Source: an optimization exercise on an open RTL-to-GDS flow (aim: small area and few clock cycles). Production flows keep margins and buffers that such runs may drop.
Only simulation tests tie the RTL to the original design; equivalence was not proved.
Power and IR drop assume default switching activity. No driver is modelled on the clock port, so clocking that relies on it looks cheaper here than on a real chip.

// klb_tx
module klb_tx (
    input  wire        clk,
    input  wire        rst,              
    input  wire        in_valid,
    input  wire [7:0]  in_data,
    output wire        in_ready,
    output wire        out_valid,
    output wire [7:0]  out_data,
    output wire        out_last,         
    input  wire        out_ready,
    output wire [31:0] keyup_delay_us,
    output reg  [7:0]  persistence,
    output reg  [7:0]  slot_time,
    output reg  [7:0]  tx_tail,
    output reg  [15:0] framing_errors,
    output reg  [7:0]  overflow_errors
);
For scale: ~100 I/O pins.
==> flow/config.mk <==
export PLATFORM = sky130hd
export DESIGN_NAME = klb_tx
export DESIGN_NICKNAME = klb_tx
export VERILOG_FILES = /design/flow/design.v
export SDC_FILE = /design/flow/constraint.sdc
export NUM_CORES = 4
export LEC_CHECK = 0
export CAP_MARGIN = 20
export CORE_MARGIN = 2
export CORE_UTILIZATION = 80
export CTS_BUF_LIST = sky130_fd_sc_hd__clkbuf_8
export CTS_CLUSTER_DIAMETER = 80
export CTS_CLUSTER_SIZE = 16
export PLACE_DENSITY = 0.85
export SLEW_MARGIN = 20
==> flow/constraint.sdc <==
create_clock -name core_clock -period 8.0 [get_ports {clk}]
set_input_delay 1.6000 -clock core_clock [delete_from_list [all_inputs] [get_ports {clk}]]
set_output_delay 1.6000 -clock core_clock [all_outputs]
set_load 0.01 [all_outputs]
standard.sh (not shown) runs the stock make flow with config.mk's settings and CLKGATE_MAP_FILE= SYNTH_SCRIPT=/design/flow/synth_recipe.tcl, a recipe that flattens the netlist after the stock synthesis.
==> flow/flow/run.sh <==
#!/bin/bash
# The standard layout (the standard.sh, unchanged synthesis, floorplan,
# power grid and routing) with two changes:
#  - the port buffers use the smallest buffer, sky130_fd_sc_hd__buf_1;
#  - clock tree synthesis inserts no dummy loads.
# make's full output goes to flow_make.log in this folder; the tools' own
# logs stay under orfs/logs/.
set -euo pipefail
bash standard.sh \
  "BUFFER_PORTS_ARGS=-buffer_cell sky130_fd_sc_hd__buf_1" \
  "CTS_ARGS=-sink_clustering_enable -repair_clock_nets -sink_clustering_size 16 -sink_clustering_max_diameter 80 -buf_list sky130_fd_sc_hd__clkbuf_8 -dont_use_dummy_load" \
  finish > flow_make.log 2>&1
Testbench counts at the start, summed over its fixed seeds: cycles 21,136.
Change:
- CORE_UTILIZATION: 80 -> 65
- PLACE_DENSITY: 0.85 -> not set
The changed run completed with no timing, DRC or antenna violations.
Clock-buffer cell count does not change.
Via count falls by 9.3%.
Design area rises by 0.52%.
Register-to-register slack improved by 200 ps.
Worst setup slack improved by 150 ps.
Routed wire length falls by 25%.

klb_tx, a different RTL version from the one above (not shown whole).
Size in the first run: about 2,100 cells after synthesis, ~1,200 flip-flops, about 100 I/O pins.
clock: 8.0 ns
lec_check: 0
cap_margin: 20
core_margin: 2
core_utilization: 65
cts_buf_list: sky130_fd_sc_hd__clkbuf_16
cts_cluster_diameter: 100
cts_cluster_size: 30
slew_margin: 20
run.sh (not shown) runs the stock make flow with config.mk's settings and CLKGATE_MAP_FILE= SYNTH_SCRIPT=/design/flow/synth_recipe.tcl, a recipe that flattens the netlist after the stock synthesis.
Stock flow here: none of the scripts above is used.
Testbench counts at the start, summed over its fixed seeds: cycles 21,136.
Then changed:
==> flow/flow/run.sh (new file) <==
#!/bin/bash
# The standard layout (the standard.sh, unchanged synthesis, floorplan,
# power grid and routing) with two changes:
#  - the port buffers use the smallest buffer, sky130_fd_sc_hd__buf_1;
#  - clock tree synthesis inserts no dummy loads.
# make's full output goes to flow_make.log in this folder; the tools' own
# logs stay under orfs/logs/.
set -euo pipefail
bash standard.sh \
  "BUFFER_PORTS_ARGS=-buffer_cell sky130_fd_sc_hd__buf_1" \
  "CTS_ARGS=-sink_clustering_enable -repair_clock_nets -sink_clustering_size 30 -sink_clustering_max_diameter 100 -buf_list sky130_fd_sc_hd__clkbuf_16 -dont_use_dummy_load" \
  finish > flow_make.log 2>&1
==> flow/standard.sh (new file) <==
#!/bin/bash
# synth_recipe.tcl (not shown) runs the flow's synth.tcl, then flattens the netlist and writes it again
# the make line also repeats each setting of config.mk as NAME=value (left out here)
make -C /OpenROAD-flow-scripts/flow DESIGN_CONFIG=/design/flow/config.mk WORK_HOME=/design/flow/orfs CLKGATE_MAP_FILE= SYNTH_SCRIPT=/design/flow/synth_recipe.tcl "${@:-finish}"
removed: flow/run.sh
The new run passed the timing, DRC and antenna checks.
Power is lower by about 1.8%.
Final area is lower by 1.8%.
Routed wire length is lower by about 1.8%.
Global-route usage is lower by 0.41 points.
Hold slack degrades by 12 ps.
Via count is about the same.
Sequential power hardly moves.
Clock skew is higher by 11 ps.
Count of clock-buffer cells in the layout is lower by 3.

Starting RTL as in the previous note.
export LEC_CHECK = 0
export CAP_MARGIN = 20
export CORE_MARGIN = 2
export CORE_UTILIZATION = 65
export CTS_BUF_LIST = sky130_fd_sc_hd__clkbuf_8
export CTS_CLUSTER_DIAMETER = 90
export CTS_CLUSTER_SIZE = 20
export SLEW_MARGIN = 20
create_clock -name core_clock -period 8.0 [get_ports {clk}]
standard.sh (not shown) runs the stock make flow with config.mk's settings and CLKGATE_MAP_FILE= SYNTH_SCRIPT=/design/flow/synth_recipe.tcl, a recipe that flattens the netlist after the stock synthesis.
==> flow/flow/run.sh <==
#!/bin/bash
# The standard layout (the standard.sh, unchanged synthesis, floorplan,
# power grid and routing) with two changes:
#  - the port buffers use the smallest buffer, sky130_fd_sc_hd__buf_1;
#  - clock tree synthesis inserts no dummy loads.
# make's full output goes to flow_make.log in this folder; the tools' own
# logs stay under orfs/logs/.
set -euo pipefail
bash standard.sh \
  "BUFFER_PORTS_ARGS=-buffer_cell sky130_fd_sc_hd__buf_1" \
  "CTS_ARGS=-sink_clustering_enable -repair_clock_nets -sink_clustering_size 20 -sink_clustering_max_diameter 90 -buf_list sky130_fd_sc_hd__clkbuf_8 -dont_use_dummy_load" \
  finish > flow_make.log 2>&1
Testbench counts at the start, summed over its fixed seeds: cycles 21,136.
Then changed:
--- a/flow/flow/run.sh
+++ b/flow/flow/run.sh
@@ -10,3 +10,3 @@
   "BUFFER_PORTS_ARGS=-buffer_cell sky130_fd_sc_hd__buf_1" \
-  "CTS_ARGS=-sink_clustering_enable -repair_clock_nets -sink_clustering_size 20 -sink_clustering_max_diameter 90 -buf_list sky130_fd_sc_hd__clkbuf_8 -dont_use_dummy_load" \
+  "CTS_ARGS=-sink_clustering_enable -repair_clock_nets -sink_clustering_size 16 -sink_clustering_max_diameter 80 -buf_list sky130_fd_sc_hd__clkbuf_8 -dont_use_dummy_load" \
   finish > flow_make.log 2>&1
- ABC_AREA: unset -> 1
- CTS_CLUSTER_DIAMETER: 90 -> 80
- CTS_CLUSTER_SIZE: 20 -> 16
Outcome: Total power rises by about 2%; final cell count rises by 6.9%; die area barely changes; final area rises by 0.55%; non-clock buffer count rises by 2; via count rises by about 3.3%; synthesized area barely changes; first-iteration DRC count rises by 20%; routed wire length rises by 2.8%.
Then changed:
- ABC_AREA: 1 -> unset
=>
- register-to-register slack improved by 1300 ps
- wire length goes down by 2.1%
- cell area hardly moves
- die area barely changes

-- static timing again, ports no longer ideal --
The results above use ideal ports. As a check the final layouts listed here were re-extracted and re-timed, cells and wires unchanged. Step 1: set_driving_cell puts a clkbuf_16 on clk and a buf_2 on each other input, an assumption about the parent block. Step 2 moves the port delays by t, midway between the first and last clock arrival at a register: inputs arrive t later, outputs are due t later. That takes back most of the time a late clock gives input paths. a / b / c = no drivers / after step 1 / after step 2; a / b = the first two.
run | t, ns | setup slack, ns | worst setup path at the end | cell pins on the clock port's net
the first run of note 1 | 0.738 | 1.584 / 1.628 / 0.890 | input to register | 1
the second run of note 1 | 0.717 | 1.735 / 1.776 / 1.059 | input to register | 1
the first run of note 2 | 0.669 | 1.761 / 1.702 / 2.055 | input to output | 1
the second run of note 2 | 0.645 | 2.223 / 2.166 / 2.321 | input to output | 1
the first run of note 3 | 0.700 | 2.136 / 2.079 / 2.282 | input to output | 1
the second run of note 3 | 0.695 | 0.756 / 0.735 / 0.735 | input to output | 1
the third run of note 3 | 0.704 | 2.109 / 2.053 / 2.295 | input to output | 1
After both steps setup and hold are still met in every run listed. For the first run of note 1, which loses most, drivers alone change the setup slack by +0.044 ns; drivers and shift together by -0.694 ns.
